Context: an optimization exercise on an open-source flow, tuned for small area, a short achievable clock period and few clock cycles. The choices shown serve that exercise and are no tape-out recipe. Only simulation tests tie the RTL to the original design; equivalence was not proved. No activity file was given, so power comes from the tool's default toggle rates.

==> flow/design.v <==
module mmu_pcb (
    input  wire        clk,
    input  wire        rst,
    input  wire        cmd_valid,
    output wire        cmd_ready,
    input  wire [15:0] cmd_cw,
    input  wire [15:0] cmd_a,
    input  wire [15:0] cmd_b,
    input  wire [15:0] cmd_pc,        
    output reg         rsp_valid,
    output reg  [2:0]  rsp_status,
    output reg  [15:0] rsp_value,
    output reg         rsp_pc_we,     
    output reg  [15:0] rsp_pc,
    output reg         rsp_diag_valid,
    output reg  [2:0]  rsp_diag_code,
    output reg  [15:0] rsp_diag_a,
    output reg  [15:0] rsp_diag_b,
    output reg  [15:0] ptbr,
    output reg         running,
    output reg  [1:0]  fault_cause,
    output reg  [15:0] fault_va,
    output reg         fault_kind,
    output reg         mem_en,
    output reg         mem_we,
    output reg  [15:0] mem_addr,
    output reg  [15:0] mem_wdata,
    input  wire [15:0] mem_rdata,
    output reg         img_en,
    output reg         img_sel,       
    output reg  [11:0] img_idx,
    input  wire [15:0] img_rdata
);
    localparam [15:0] CUR_PID_ADDR    = 16'd0;
    localparam [15:0] PROC_COUNT_ADDR = 16'd1;
    localparam [15:0] BITMAP_ADDR     = 16'd3;
    localparam [15:0] PCB_BASE        = 16'd12;
    localparam [15:0] PT_REGION_BASE  = 16'd4096;
    localparam [15:0] MAX_PROCS       = 16'd64;
    localparam [15:0] NUM_FRAMES      = 16'd32;
    localparam [4:0]  RESERVED_FRAMES = 5'd3;
    localparam [4:0]  RESERVED_VPN    = 5'd6;
    localparam [4:0]  CODE_BASE_VPN   = 5'd6;
    localparam [4:0]  HEAP_BASE_VPN   = 5'd8;
    localparam [15:0] INITIAL_PC      = 16'h3000;
    localparam [15:0] TERMINATED      = 16'hFFFF;
    localparam [15:0] NO_PROCESS      = 16'hFFFF;
    localparam [12:0] SEG_WORDS       = 13'd4096;    
    localparam [3:0] OP_ALLOC  = 4'h0, OP_FREE  = 4'h1, OP_MAP   = 4'h2, OP_UNMAP = 4'h3,
                     OP_XLATE  = 4'h4, OP_VREAD = 4'h5, OP_VWRITE= 4'h6, OP_CREATE= 4'h7,
                     OP_LOAD   = 4'h8, OP_YIELD = 4'h9, OP_HALT  = 4'hA, OP_BRK   = 4'hB;
    localparam [2:0] ST_OK = 3'd0, ST_NO_FREE_FRAME = 3'd1, ST_ALREADY_MAPPED = 3'd2,
                     ST_OUT_OF_FRAMES = 3'd3, ST_NOT_MAPPED = 3'd4, ST_PCB_TABLE_FULL = 3'd5,
                     ST_FAULT = 3'd6, ST_REFUSED = 3'd7;
    localparam [5:0]
        S_IDLE       = 6'd0,
        S_NL_START   = 6'd4,
        S_CHECK      = 6'd1,
        S_RD_CUR     = 6'd2,
        S_GOT_CUR    = 6'd3,
        S_AL_RD0     = 6'd5,
        S_AL_RD1     = 6'd6,
        S_AL_CHK     = 6'd7,
        S_FR_RD      = 6'd8,
        S_FR_WR      = 6'd9,
        S_MAP_RD     = 6'd10,
        S_MAP_CHK    = 6'd11,
        S_MAP_ALD    = 6'd12,
        S_UM_RD      = 6'd13,
        S_UM_CHK     = 6'd14,
        S_UM_CLR     = 6'd15,
        S_LD_W       = 6'd16,
        S_LD_R1      = 6'd17,
        S_LD_R2      = 6'd18,
        S_LD_R3      = 6'd19,
        S_NL_RDN     = 6'd20,
        S_NL_INIT    = 6'd21,
        S_NL_RD      = 6'd22,
        S_NL_CHK     = 6'd23,
        S_XL         = 6'd24,
        S_XL_CHK     = 6'd25,
        S_VR_RD      = 6'd26,
        S_VR_GOT     = 6'd27,
        S_VW         = 6'd28,
        S_ALLOC_DONE = 6'd29,
        S_FREE_DONE  = 6'd30,
        S_MAP_DONE   = 6'd31,
        S_UMAP_DONE  = 6'd32,
        S_LD_DONE    = 6'd33,
        S_Y_W1       = 6'd34,
        S_Y_W2       = 6'd35,
        S_Y_NL       = 6'd36,
        S_Y_DONE     = 6'd37,
        S_H_RD       = 6'd38,
        S_H_CHK      = 6'd39,
        S_H_NEXT     = 6'd40,
        S_H_TERM     = 6'd41,
        S_H_NL       = 6'd42,
        S_H_DONE     = 6'd43,
        S_BRK_G      = 6'd44,
        S_BRK_S      = 6'd45,
        S_CR_RDN     = 6'd46,
        S_CR_GOTN    = 6'd47,
        S_CR_RDCUR   = 6'd48,
        S_CR_FULL    = 6'd49,
        S_CR_PCB0    = 6'd50,
        S_CR_PCB1    = 6'd51,
        S_CR_PCB2    = 6'd52,
        S_CR_CLR     = 6'd53,
        S_CR_MAP     = 6'd54,
        S_CR_MAPD    = 6'd55,
        S_IM_CHK     = 6'd56,
        S_IM_ENT     = 6'd57,
        S_IM_RD      = 6'd58,
        S_IM_WR      = 6'd59,
        S_CR_CNT     = 6'd60,
        S_RB_RD      = 6'd61,
        S_RB_CHK     = 6'd62,
        S_RB_NEXT    = 6'd63;
    reg [5:0]  state;
    reg [3:0]  op;
    reg [15:0] opa, opb, cpc;
    reg [15:0] cur;           
    reg [15:0] n;             
    reg [15:0] tb;            
    reg [4:0]  vpn;
    reg        perm_r, perm_w;
    reg [15:0] ent;           
    reg [15:0] bm0;           
    reg [4:0]  frame;
    reg [2:0]  sub_status;    
    reg        alloc_ok;
    reg [5:0]  alloc_ret, free_ret, map_ret, unmap_ret, load_ret, nl_ret;
    reg [5:0]  lpid;          
    reg        nl_found;
    reg [6:0]  nl_c;          
    reg [6:0]  nl_k;          
    reg [5:0]  v;             
    reg        kind;          
    reg [15:0] pa;
    reg [5:0]  pid;           
    reg        seg;           
    reg        pg;            
    reg [12:0] k;             
    reg [12:0] seg_len;       
    assign cmd_ready = (state == S_IDLE);
    function [15:0] pcb_addr(input [5:0] p);
        pcb_addr = PCB_BASE + 16'd3 * {10'd0, p};
    endfunction
    function [15:0] pt_base(input [5:0] p);
        pt_base = PT_REGION_BASE + {5'd0, p, 5'd0};
    endfunction
    function [15:0] mk_pte(input [4:0] f, input r, input w);
        mk_pte = {f, 8'd0, w, r, 1'b1};
    endfunction
    function [12:0] min_len(input [15:0] len);
        min_len = (len > {3'd0, SEG_WORDS}) ? SEG_WORDS : len[12:0];
    endfunction
    reg  [15:0] cmd_cw_q;
    wire cw_legal   = (cmd_cw_q[15:4] == 12'd0) && (cmd_cw_q[3:0] <= OP_BRK);
    wire is_ptbase  = (opa[15:11] == 5'b00010) && (opa[4:0] == 5'd0);
    wire op_needs_cur = (op == OP_XLATE) || (op == OP_VREAD) || (op == OP_VWRITE) ||
                        (op == OP_YIELD) || (op == OP_HALT) || (op == OP_BRK);
    wire operand_bad = ((op == OP_FREE) && (opa >= NUM_FRAMES)) ||
                       ((op == OP_LOAD) && (opa >= MAX_PROCS)) ||
                       (((op == OP_MAP) || (op == OP_UNMAP)) && !is_ptbase);
    reg [31:0] free_vec;
    reg        al_found;
    reg [4:0]  al_frame;
    integer    fi;
    always @* begin
        for (fi = 0; fi < 16; fi = fi + 1) begin
            free_vec[fi]      = bm0[15 - fi];
            free_vec[16 + fi] = mem_rdata[15 - fi];
        end
        al_found = 1'b0;
        al_frame = 5'd0;
        for (fi = 31; fi >= RESERVED_FRAMES; fi = fi - 1) begin
            if (free_vec[fi]) begin
                al_found = 1'b1;
                al_frame = fi[4:0];
            end
        end
    end
    wire [15:0] al_word_new = al_frame[4] ? (mem_rdata & ~(16'd1 << (5'd15 - {1'b0, al_frame[3:0]})))
                                          : (bm0 & ~(16'd1 << (5'd15 - {1'b0, al_frame[3:0]})));
    wire [15:0] xl_ent    = mem_rdata;
    wire        xl_fault2 = !xl_ent[0];
    wire        xl_fault3 = kind ? !xl_ent[2] : !xl_ent[1];
    wire [6:0] nl_start = ({1'b0, cur[5:0]} + 7'd1) % n[6:0];
    always @* begin
        mem_en    = 1'b0;
        mem_we    = 1'b0;
        mem_addr  = 16'd0;
        mem_wdata = 16'd0;
        img_en    = 1'b0;
        img_sel   = seg;
        img_idx   = k[11:0];
        case (state)
            S_RD_CUR, S_CR_RDCUR: begin
                mem_en = 1'b1; mem_addr = CUR_PID_ADDR;
            end
            S_AL_RD0: begin
                mem_en = 1'b1; mem_addr = BITMAP_ADDR;
            end
            S_AL_RD1: begin
                mem_en = 1'b1; mem_addr = BITMAP_ADDR + 16'd1;
            end
            S_AL_CHK: begin
                if (al_found) begin
                    mem_en = 1'b1; mem_we = 1'b1;
                    mem_addr  = BITMAP_ADDR + {15'd0, al_frame[4]};
                    mem_wdata = al_word_new;
                end
            end
            S_FR_RD: begin
                mem_en = 1'b1; mem_addr = BITMAP_ADDR + {15'd0, frame[4]};
            end
            S_FR_WR: begin
                mem_en = 1'b1; mem_we = 1'b1;
                mem_addr  = BITMAP_ADDR + {15'd0, frame[4]};
                mem_wdata = mem_rdata | (16'd1 << (5'd15 - {1'b0, frame[3:0]}));
            end
            S_MAP_RD, S_UM_RD: begin
                mem_en = 1'b1; mem_addr = tb + {11'd0, vpn};
            end
            S_MAP_ALD: begin
                if (alloc_ok) begin
                    mem_en = 1'b1; mem_we = 1'b1;
                    mem_addr  = tb + {11'd0, vpn};
                    mem_wdata = mk_pte(frame, perm_r, perm_w);
                end
            end
            S_UM_CLR: begin
                mem_en = 1'b1; mem_we = 1'b1;
                mem_addr  = tb + {11'd0, vpn};
                mem_wdata = ent & 16'hFFFE;
            end
            S_LD_W: begin
                mem_en = 1'b1; mem_we = 1'b1;
                mem_addr = CUR_PID_ADDR; mem_wdata = {10'd0, lpid};
            end
            S_LD_R1: begin
                mem_en = 1'b1; mem_addr = pcb_addr(lpid) + 16'd1;
            end
            S_LD_R2: begin
                mem_en = 1'b1; mem_addr = pcb_addr(lpid) + 16'd2;
            end
            S_NL_RDN, S_CR_RDN: begin
                mem_en = 1'b1; mem_addr = PROC_COUNT_ADDR;
            end
            S_NL_RD: begin
                mem_en = 1'b1; mem_addr = pcb_addr(nl_c[5:0]);
            end
            S_XL: begin
                if (opa[15:11] >= RESERVED_VPN) begin
                    mem_en = 1'b1; mem_addr = ptbr + {11'd0, opa[15:11]};
                end
            end
            S_VR_RD: begin
                mem_en = 1'b1; mem_addr = pa;
            end
            S_VW: begin
                mem_en = 1'b1; mem_we = 1'b1; mem_addr = pa; mem_wdata = opb;
            end
            S_Y_W1: begin
                mem_en = 1'b1; mem_we = 1'b1;
                mem_addr = pcb_addr(cur[5:0]) + 16'd1; mem_wdata = cpc;
            end
            S_Y_W2: begin
                mem_en = 1'b1; mem_we = 1'b1;
                mem_addr = pcb_addr(cur[5:0]) + 16'd2; mem_wdata = ptbr;
            end
            S_H_RD: begin
                mem_en = 1'b1; mem_addr = ptbr + {10'd0, v};
            end
            S_H_TERM: begin
                mem_en = 1'b1; mem_we = 1'b1;
                mem_addr = pcb_addr(cur[5:0]); mem_wdata = TERMINATED;
            end
            S_CR_PCB0: begin
                mem_en = 1'b1; mem_we = 1'b1;
                mem_addr = pcb_addr(pid); mem_wdata = {10'd0, pid};
            end
            S_CR_PCB1: begin
                mem_en = 1'b1; mem_we = 1'b1;
                mem_addr = pcb_addr(pid) + 16'd1; mem_wdata = INITIAL_PC;
            end
            S_CR_PCB2: begin
                mem_en = 1'b1; mem_we = 1'b1;
                mem_addr = pcb_addr(pid) + 16'd2; mem_wdata = pt_base(pid);
            end
            S_CR_CLR: begin
                mem_en = 1'b1; mem_we = 1'b1;
                mem_addr = pt_base(pid) + {10'd0, v}; mem_wdata = 16'd0;
            end
            S_IM_CHK: begin
                if (k < seg_len && k[10:0] == 11'd0) begin
                    mem_en = 1'b1;
                    mem_addr = pt_base(pid) + {11'd0, (seg ? HEAP_BASE_VPN : CODE_BASE_VPN)}
                               + {15'd0, k[11]};
                end
            end
            S_IM_RD: begin
                img_en = 1'b1;
            end
            S_IM_WR: begin
                mem_en = 1'b1; mem_we = 1'b1;
                mem_addr = {ent[15:11], k[10:0]}; mem_wdata = img_rdata;
            end
            S_CR_CNT: begin
                mem_en = 1'b1; mem_we = 1'b1;
                mem_addr = PROC_COUNT_ADDR; mem_wdata = n + 16'd1;
            end
            S_RB_RD: begin
                mem_en = 1'b1; mem_addr = pt_base(pid) + {10'd0, v};
            end
            default: ;
        endcase
    end
    task respond(input [2:0] s, input [15:0] val);
        begin
            rsp_valid  <= 1'b1;
            rsp_status <= s;
            rsp_value  <= val;
            state      <= S_IDLE;
        end
    endtask
    task diag(input [2:0] code, input [15:0] a, input [15:0] b);
        begin
            rsp_diag_valid <= 1'b1;
            rsp_diag_code  <= code;
            rsp_diag_a     <= a;
            rsp_diag_b     <= b;
        end
    endtask
    always @(posedge clk) begin
        if (rst) begin
            state          <= S_IDLE;
            ptbr           <= 16'd0;
            running        <= 1'b1;
            fault_cause    <= 2'd0;
            fault_va       <= 16'd0;
            fault_kind     <= 1'b0;
            rsp_valid      <= 1'b0;
            rsp_status     <= 3'd0;
            rsp_value      <= 16'd0;
            rsp_pc_we      <= 1'b0;
            rsp_pc         <= 16'd0;
            rsp_diag_valid <= 1'b0;
            rsp_diag_code  <= 3'd0;
            rsp_diag_a     <= 16'd0;
            rsp_diag_b     <= 16'd0;
        end else begin
            rsp_valid <= 1'b0;
            case (state)
                S_IDLE: begin
                    if (cmd_valid) begin
                        cmd_cw_q       <= cmd_cw;
                        op             <= cmd_cw[3:0];
                        opa            <= cmd_a;
                        opb            <= cmd_b;
                        cpc            <= cmd_pc;
                        rsp_pc_we      <= 1'b0;
                        rsp_pc         <= 16'd0;
                        rsp_diag_valid <= 1'b0;
                        rsp_diag_code  <= 3'd0;
                        rsp_diag_a     <= 16'd0;
                        rsp_diag_b     <= 16'd0;
                        state          <= S_CHECK;
                    end
                end
                S_CHECK: begin
                    if (fault_cause != 2'd0 || !running || !cw_legal || operand_bad) begin
                        respond(ST_REFUSED, 16'd0);
                    end else if (op_needs_cur) begin
                        state <= S_RD_CUR;
                    end else begin
                        case (op)
                            OP_ALLOC: begin
                                alloc_ret <= S_ALLOC_DONE;
                                state     <= S_AL_RD0;
                            end
                            OP_FREE: begin
                                frame    <= opa[4:0];
                                free_ret <= S_FREE_DONE;
                                state    <= S_FR_RD;
                            end
                            OP_MAP: begin
                                tb      <= opa;
                                vpn     <= opb[15:11];
                                perm_r  <= opb[1];
                                perm_w  <= opb[2];
                                map_ret <= S_MAP_DONE;
                                state   <= S_MAP_RD;
                            end
                            OP_UNMAP: begin
                                tb        <= opa;
                                vpn       <= opb[15:11];
                                unmap_ret <= S_UMAP_DONE;
                                state     <= S_UM_RD;
                            end
                            OP_CREATE: begin
                                state <= S_CR_RDN;
                            end
                            default: begin  
                                lpid     <= opa[5:0];
                                load_ret <= S_LD_DONE;
                                state    <= S_LD_W;
                            end
                        endcase
                    end
                end
                S_RD_CUR: state <= S_GOT_CUR;
                S_GOT_CUR: begin
                    cur <= mem_rdata;
                    if (mem_rdata == NO_PROCESS) begin
                        respond(ST_REFUSED, 16'd0);
                    end else begin
                        case (op)
                            OP_YIELD: state <= S_Y_W1;
                            OP_HALT: begin
                                v     <= 6'd0;
                                state <= S_H_RD;
                            end
                            OP_BRK: begin
                                tb     <= ptbr;
                                vpn    <= opa[15:11];
                                perm_r <= opa[1];
                                perm_w <= opa[2];
                                if (opa[0]) begin
                                    map_ret <= S_BRK_G;
                                    state   <= S_MAP_RD;
                                end else begin
                                    unmap_ret <= S_BRK_S;
                                    state     <= S_UM_RD;
                                end
                            end
                            default: begin  
                                kind  <= (op == OP_XLATE) ? opb[0] : (op == OP_VWRITE);
                                state <= S_XL;
                            end
                        endcase
                    end
                end
                S_AL_RD0: state <= S_AL_RD1;
                S_AL_RD1: begin
                    bm0   <= mem_rdata;
                    state <= S_AL_CHK;
                end
                S_AL_CHK: begin
                    alloc_ok <= al_found;
                    frame    <= al_frame;
                    state    <= alloc_ret;
                end
                S_FR_RD: state <= S_FR_WR;
                S_FR_WR: state <= free_ret;
                S_MAP_RD: state <= S_MAP_CHK;
                S_MAP_CHK: begin
                    ent <= mem_rdata;
                    if (mem_rdata[0]) begin
                        sub_status <= ST_ALREADY_MAPPED;
                        state      <= map_ret;
                    end else begin
                        alloc_ret <= S_MAP_ALD;
                        state     <= S_AL_RD0;
                    end
                end
                S_MAP_ALD: begin
                    sub_status <= alloc_ok ? ST_OK : ST_OUT_OF_FRAMES;
                    state      <= map_ret;
                end
                S_UM_RD: state <= S_UM_CHK;
                S_UM_CHK: begin
                    ent <= mem_rdata;
                    if (!mem_rdata[0]) begin
                        sub_status <= ST_NOT_MAPPED;
                        state      <= unmap_ret;
                    end else begin
                        frame    <= mem_rdata[15:11];
                        free_ret <= S_UM_CLR;
                        state    <= S_FR_RD;
                    end
                end
                S_UM_CLR: begin
                    sub_status <= ST_OK;
                    state      <= unmap_ret;
                end
                S_LD_W:  state <= S_LD_R1;
                S_LD_R1: state <= S_LD_R2;
                S_LD_R2: begin
                    rsp_pc_we <= 1'b1;
                    rsp_pc    <= mem_rdata;
                    state     <= S_LD_R3;
                end
                S_LD_R3: begin
                    ptbr  <= mem_rdata;
                    state <= load_ret;
                end
                S_NL_RDN: state <= S_NL_INIT;
                S_NL_INIT: begin
                    n <= mem_rdata;
                    if (mem_rdata[6:0] == 7'd0) begin
                        nl_found <= 1'b0;
                        state    <= nl_ret;
                    end else begin
                        state <= S_NL_START;
                    end
                end
                S_NL_START: begin
                    nl_c  <= nl_start;
                    nl_k  <= 7'd1;
                    state <= S_NL_RD;
                end
                S_NL_RD: state <= S_NL_CHK;
                S_NL_CHK: begin
                    if (mem_rdata != TERMINATED) begin
                        nl_found <= 1'b1;
                        state    <= nl_ret;
                    end else if (nl_k == n[6:0]) begin
                        nl_found <= 1'b0;
                        state    <= nl_ret;
                    end else begin
                        nl_k  <= nl_k + 7'd1;
                        nl_c  <= (nl_c + 7'd1 == n[6:0]) ? 7'd0 : nl_c + 7'd1;
                        state <= S_NL_RD;
                    end
                end
                S_XL: begin
                    if (opa[15:11] < RESERVED_VPN) begin
                        fault_cause <= 2'd1;
                        fault_va    <= opa;
                        fault_kind  <= kind;
                        diag(3'd5, opa, cur);
                        respond(ST_FAULT, 16'd1);
                    end else begin
                        state <= S_XL_CHK;
                    end
                end
                S_XL_CHK: begin
                    if (xl_fault2) begin
                        fault_cause <= 2'd2;
                        fault_va    <= opa;
                        fault_kind  <= kind;
                        diag(3'd6, opa, cur);
                        respond(ST_FAULT, 16'd2);
                    end else if (xl_fault3) begin
                        fault_cause <= 2'd3;
                        fault_va    <= opa;
                        fault_kind  <= kind;
                        diag(3'd7, opa, cur);
                        respond(ST_FAULT, 16'd3);
                    end else begin
                        pa <= {xl_ent[15:11], opa[10:0]};
                        case (op)
                            OP_VREAD:  state <= S_VR_RD;
                            OP_VWRITE: state <= S_VW;
                            default:   respond(ST_OK, {xl_ent[15:11], opa[10:0]});
                        endcase
                    end
                end
                S_VR_RD:  state <= S_VR_GOT;
                S_VR_GOT: respond(ST_OK, mem_rdata);
                S_VW:     respond(ST_OK, 16'd0);
                S_ALLOC_DONE: begin
                    if (alloc_ok) respond(ST_OK, {11'd0, frame});
                    else          respond(ST_NO_FREE_FRAME, 16'd0);
                end
                S_FREE_DONE: respond(ST_OK, 16'd0);
                S_MAP_DONE: begin
                    if (sub_status == ST_OK) respond(ST_OK, {11'd0, frame});
                    else                     respond(sub_status, 16'd0);
                end
                S_UMAP_DONE: respond(sub_status, 16'd0);
                S_LD_DONE:   respond(ST_OK, 16'd0);
                S_Y_W1: state <= S_Y_W2;
                S_Y_W2: begin
                    nl_ret <= S_Y_NL;
                    state  <= S_NL_RDN;
                end
                S_Y_NL: begin
                    if (!nl_found) begin
                        respond(ST_OK, NO_PROCESS);
                    end else begin
                        lpid     <= nl_c[5:0];
                        load_ret <= S_Y_DONE;
                        state    <= S_LD_W;
                    end
                end
                S_Y_DONE: respond(ST_OK, {10'd0, lpid});
                S_H_RD: state <= S_H_CHK;
                S_H_CHK: begin
                    if (mem_rdata[0]) begin
                        tb        <= ptbr;
                        vpn       <= v[4:0];
                        unmap_ret <= S_H_NEXT;
                        state     <= S_UM_RD;
                    end else begin
                        state <= S_H_NEXT;
                    end
                end
                S_H_NEXT: begin
                    if (v == 6'd31) begin
                        state <= S_H_TERM;
                    end else begin
                        v     <= v + 6'd1;
                        state <= S_H_RD;
                    end
                end
                S_H_TERM: begin
                    nl_ret <= S_H_NL;
                    state  <= S_NL_RDN;
                end
                S_H_NL: begin
                    if (!nl_found) begin
                        running <= 1'b0;
                        respond(ST_OK, NO_PROCESS);
                    end else begin
                        lpid     <= nl_c[5:0];
                        load_ret <= S_H_DONE;
                        state    <= S_LD_W;
                    end
                end
                S_H_DONE: respond(ST_OK, {10'd0, lpid});
                S_BRK_G: begin
                    if (sub_status == ST_ALREADY_MAPPED)     diag(3'd2, {11'd0, vpn}, cur);
                    else if (sub_status == ST_OUT_OF_FRAMES) diag(3'd3, {11'd0, vpn}, cur);
                    respond(ST_OK, 16'd0);
                end
                S_BRK_S: begin
                    if (sub_status == ST_NOT_MAPPED) diag(3'd4, {11'd0, vpn}, cur);
                    respond(ST_OK, 16'd0);
                end
                S_CR_RDN: state <= S_CR_GOTN;
                S_CR_GOTN: begin
                    n <= mem_rdata;
                    if (mem_rdata >= MAX_PROCS) begin
                        state <= S_CR_RDCUR;
                    end else begin
                        pid   <= mem_rdata[5:0];
                        state <= S_CR_PCB0;
                    end
                end
                S_CR_RDCUR: state <= S_CR_FULL;
                S_CR_FULL: begin
                    diag(3'd1, n, mem_rdata);
                    respond(ST_PCB_TABLE_FULL, 16'd0);
                end
                S_CR_PCB0: state <= S_CR_PCB1;
                S_CR_PCB1: state <= S_CR_PCB2;
                S_CR_PCB2: begin
                    v     <= 6'd0;
                    state <= S_CR_CLR;
                end
                S_CR_CLR: begin
                    if (v == 6'd31) begin
                        seg   <= 1'b0;
                        pg    <= 1'b0;
                        state <= S_CR_MAP;
                    end else begin
                        v <= v + 6'd1;
                    end
                end
                S_CR_MAP: begin
                    tb      <= pt_base(pid);
                    vpn     <= (seg ? HEAP_BASE_VPN : CODE_BASE_VPN) + {4'd0, pg};
                    perm_r  <= 1'b1;
                    perm_w  <= seg;
                    map_ret <= S_CR_MAPD;
                    state   <= S_MAP_RD;
                end
                S_CR_MAPD: begin
                    if (sub_status != ST_OK) begin
                        v     <= 6'd0;
                        state <= S_RB_RD;
                    end else if (!pg) begin
                        pg    <= 1'b1;
                        state <= S_CR_MAP;
                    end else begin
                        k       <= 13'd0;
                        seg_len <= min_len(seg ? opb : opa);
                        state   <= S_IM_CHK;
                    end
                end
                S_IM_CHK: begin
                    if (k >= seg_len) begin
                        if (!seg) begin
                            seg   <= 1'b1;
                            pg    <= 1'b0;
                            state <= S_CR_MAP;
                        end else begin
                            state <= S_CR_CNT;
                        end
                    end else if (k[10:0] == 11'd0) begin
                        state <= S_IM_ENT;
                    end else begin
                        state <= S_IM_RD;
                    end
                end
                S_IM_ENT: begin
                    ent   <= mem_rdata;
                    state <= S_IM_RD;
                end
                S_IM_RD: state <= S_IM_WR;
                S_IM_WR: begin
                    k     <= k + 13'd1;
                    state <= S_IM_CHK;
                end
                S_CR_CNT: respond(ST_OK, {10'd0, pid});
                S_RB_RD: state <= S_RB_CHK;
                S_RB_CHK: begin
                    if (mem_rdata[0]) begin
                        tb        <= pt_base(pid);
                        vpn       <= v[4:0];
                        unmap_ret <= S_RB_NEXT;
                        state     <= S_UM_RD;
                    end else begin
                        state <= S_RB_NEXT;
                    end
                end
                S_RB_NEXT: begin
                    if (v == 6'd31) begin
                        respond(ST_OUT_OF_FRAMES, 16'd0);
                    end else begin
                        v     <= v + 6'd1;
                        state <= S_RB_RD;
                    end
                end
                default: state <= S_IDLE;
            endcase
        end
    end
endmodule
==> flow/run.sh <==
#!/bin/bash
# synth_recipe.tcl (not shown) runs the flow's synth.tcl, then flattens the netlist and writes it again
# the make line also repeats each setting of config.mk as NAME=value (left out here)
make -C /OpenROAD-flow-scripts/flow DESIGN_CONFIG=/design/flow/config.mk WORK_HOME=/design/flow/orfs CLKGATE_MAP_FILE= SYNTH_SCRIPT=/design/flow/synth_recipe.tcl finish
==> flow/config.mk <==
export PLATFORM = sky130hd
export DESIGN_NAME = mmu_pcb
export DESIGN_NICKNAME = mmu_pcb
export VERILOG_FILES = /design/flow/design.v
export SDC_FILE = /design/flow/constraint.sdc
export NUM_CORES = 4
export LEC_CHECK = 0
export CAP_MARGIN = 20
export CORE_MARGIN = 2
export CORE_UTILIZATION = 30
export PLACE_DENSITY = 0.5
export SLEW_MARGIN = 20
==> flow/constraint.sdc <==
create_clock -name core_clock -period 12.0 [get_ports {clk}]
set_input_delay 2.4000 -clock core_clock [delete_from_list [all_inputs] [get_ports {clk}]]
set_output_delay 2.4000 -clock core_clock [all_outputs]
set_load 0.01 [all_outputs]
==> metrics.yaml <==
grtUsageMet2_pct: 44.1
worstSetupPathType: "reg -> reg"
yosys.area.top_type: "edfxtp_1"
fmax_mhz: 88.9
clock_power_share_pct: 46.7
intPower_mw: 2.25
antennaDiodeCount: 0
arrival_ps: 11670
yosysMostFrequentCell: "nor2_1"
gr-total-overflow: 0
ios: 257
relSlewSlack_pct: 18.3
yosysWarnings: 1
ys.flop_type: "edfxtp_1"
ys_ff_latch: 365
syn_area_mm2: 0.0243
wl_per_cell_um: 31.4
gp_congestion: 0.982
fin_crit_ps: 11240
synth_top_area_share_pct: 30.9
cts_max_path_buffers: 3
drt.antenna.violating_nets: 0
critPathLaunchType: "flip-flop"
powerDensity_mw_per_mm2: 101
nets: 3121
crit_path_max_fanout: 8
p_sw_uw: 773
die_width_um: 289
synth-async-reset-ratio_pct: 0
hold_viol: 0
clk_pin_slew_ps: 60
die_y_um: 289
fin_hold_ws_ps: 456
clock_latency_ps: 620
fin_crit_sh_pct: 93.7
syn_avg_cell_area_um2: 9.13
critical_path.slowest_cell: "or4_1"
dp_hpwl_mm: 95.5
fp.coreArea_mm2: 0.0804
worstMarginPinSlew_ps: 1220
syn_to_final_growth_pct: 22.9
drt-initial-drc-count: 3426
syn_inst: 2665
status: "finished clean"
p_comb_share_pct: 7.5
p_leak_nw: 10.5
grt_pass1_wl_mm: 176
tns_ps: 0
cts_buffers: 44
dr.pass1.iters: 13
yosysSeqAreaShare_pct: 40.3
grt_pass1_vias: 23200
crit_family: "compound AO/OA/AOI/OAI gates"
max-vdd-ir-drop_mv: 0.0969
ctsHtreeMaxLevel: 2
min_path_type: "reg -> reg"
drive_gt1_share_pct: 9.89
num_vias: 24500
synth_common_cells: "nor2_1, edfxtp_1, nand2_1"
cpPeakStageDelay_ps: 740
r2r_setup_slack_ps: 760
cts_tree: "yes"
start_util_pct: 30.2
rsz0062_at_grt: "no"
use_met3_pct: 6.02
grt_use_total_pct: 29.2
drt_drc_violations_left: 0
grt-busiest-layer: "met2"
place_inst: 3908
cts-root-buf: "clkbuf_16"
swShare_pct: 25.6
syn_nets: 2890
hold_buffers: 0
placementRows: 104
critPathRequiredTime_ps: 12430
wl_mm: 125
synth.area.top_cells: "edfxtp_1, dfxtp_1, ha_1"
ys_types: 102
maxSlewViolCount: 0
cp_num_buf_inv: 3
fin_cells: 3992
finalSetupViolCount: 0
antenna_found_initial: 4
critPathMostFrequentCell: "ha_1"
port_buffers: 256
post_drt_via_cell_ratio: 6.14
die_area_mm2: 0.0834
maxCapViolations: 0
grt_max_degree: 63
cts.sinks: 365
met1_usage_pct: 40.5
finalClockSkew_ps: 38.6
seqPwrFrac_pct: 45.8
synth_edf_count: 250
worstSetupEndpointType: "flip-flop"
## power groups by stage
stage	Sequential [mW]	Clock, mW	Combinational, mW
floorplan	1.41	0	0.0936
global placement	1.41	0	0.223
detailed placement	1.41	0	0.224
CTS	1.38	1.43	0.225
global route	1.38	1.47	0.238
finish	1.38	1.41	0.228
## worst register-to-register path: cells and delay by family (launching register included)
family / cells / cell delay [ps]
buffers and inverters: 3 / 490
adder cells (fa/ha/maj): 6 / 1850
AND/OR/NAND/NOR: 7 / 2170
flip-flops: 1 / 530
AO/OA/AOI/OAI: 18 / 4130
multiplexers: 5 / 1940
## cell families after synthesis
family	share of synthesized area [%]
simple gates	19.6
compound gates	21.6
flops	40.3
buf+inv	5.29
fa+ha+maj	6.77
xor+xnor	4.36
mux	2.05
## metal layers
| metal | vias up | part of all wire [%] |
|---|---|---|
| met5 | - | 0.0088 |
| met4 | 2 | 4.9 |
| met3 | 268 | 9.6 |
| met2 | 1476 | 43 |
| met1 | 12200 | 42 |
| li1 | 10600 | - |
## placed cells by master, fill, tap and decap left out, types with 13 or more instances in the layout
cell,n
o211ai_1,22
nor3_2,15
nand3_1,112
nor4_1,37
xor2_1,48
clkdlybuf4s50_1,255
ha_1,118
nand2b_1,28
a22o_1,20
nor3_1,91
and3_1,24
nand2_1,243
nor2_1,251
clkbuf_16,45
xnor2_1,73
o21a_1,17
nor2b_1,24
mux2_2,22
a21o_1,27
a31oi_1,27
a222oi_1,51
inv_1,112
o22ai_1,18
nand4_1,37
a22oi_1,48
buf_4,118
mux2i_1,25
edfxtp_1,250
dfxtp_1,115
a221oi_1,38
a221o_1,20
o21ai_0,92
o31ai_1,13
a211oi_1,40
a21oi_1,172
or3_1,15
## metrics by stage
step | cell area [um2] | utilization, % | worst slack, ps | total power [mW]
2_1_floorplan | 24300 | - | 1570 | 1.50
3_3_place_gp | 28300 | 35.2 | 744 | 1.63
3_5_place_dp | 28400 | 35.3 | 667 | 1.63
4_1_cts | 29900 | 37.1 | 679 | 3.04
5_1_grt | 29900 | 37.2 | 53.4 | 3.10
6_report | 29900 | 37.2 | 757 | 3.02
## final cells by class
class / instances / area, um2
fill: 8121 / 50500
multi-input combinational: 1994 / 13400
sequential: 365 / 9810
timing repair buffer: 374 / 3470
tap: 1060 / 1330
clock buffer: 54 / 1180
inverter: 117 / 439
clock inverter: 28 / 307
## final timing paths
path | from | endpoint | depth (start not counted)
setup / recovery | n[4] | nl_c[1] | 39
hold / removal | rsp_value[0] | rsp_value[0] | 2
setup reg to reg | n[4] | nl_c[1] | 39
hold reg to reg | rsp_value[0] | rsp_value[0] | 2
## what timing repair did
| action | CTS | global route |
|---|---|---|
| gates resized for setup | 0 | 1 |
| setup buffers | 0 | 2 |
| endpoints found under the setup margin | 0 | 4 |
Testbench counts, summed over its fixed seeds: cycles 436,547.

-- separate check: timing with driven ports --
How much do the figures lean on ideal ports? The routed layout below was timed once more, with nothing changed but the port constraints. Step 1, drivers: a clkbuf_16 drives clk and a buf_2 each remaining input, both assumed. Step 2, shift: input delay + t, output delay - t, t = (earliest + latest rising clock arrival at the registers) / 2. This alone moves slack from input paths to output paths. Three values: ideal, step 1, step 2; two values: the first two.
t, ns: 0.667
setup WS [ns]: 0.757 / 0.757 / 0.757
latest minus earliest clock arrival (ns): 0.041 / 0.041
pins driven straight from the clock port: 1
After both steps this run still meets setup and hold. The setup slack of this run moves by 0.000 ns with the drivers and by 0.000 ns with both steps.
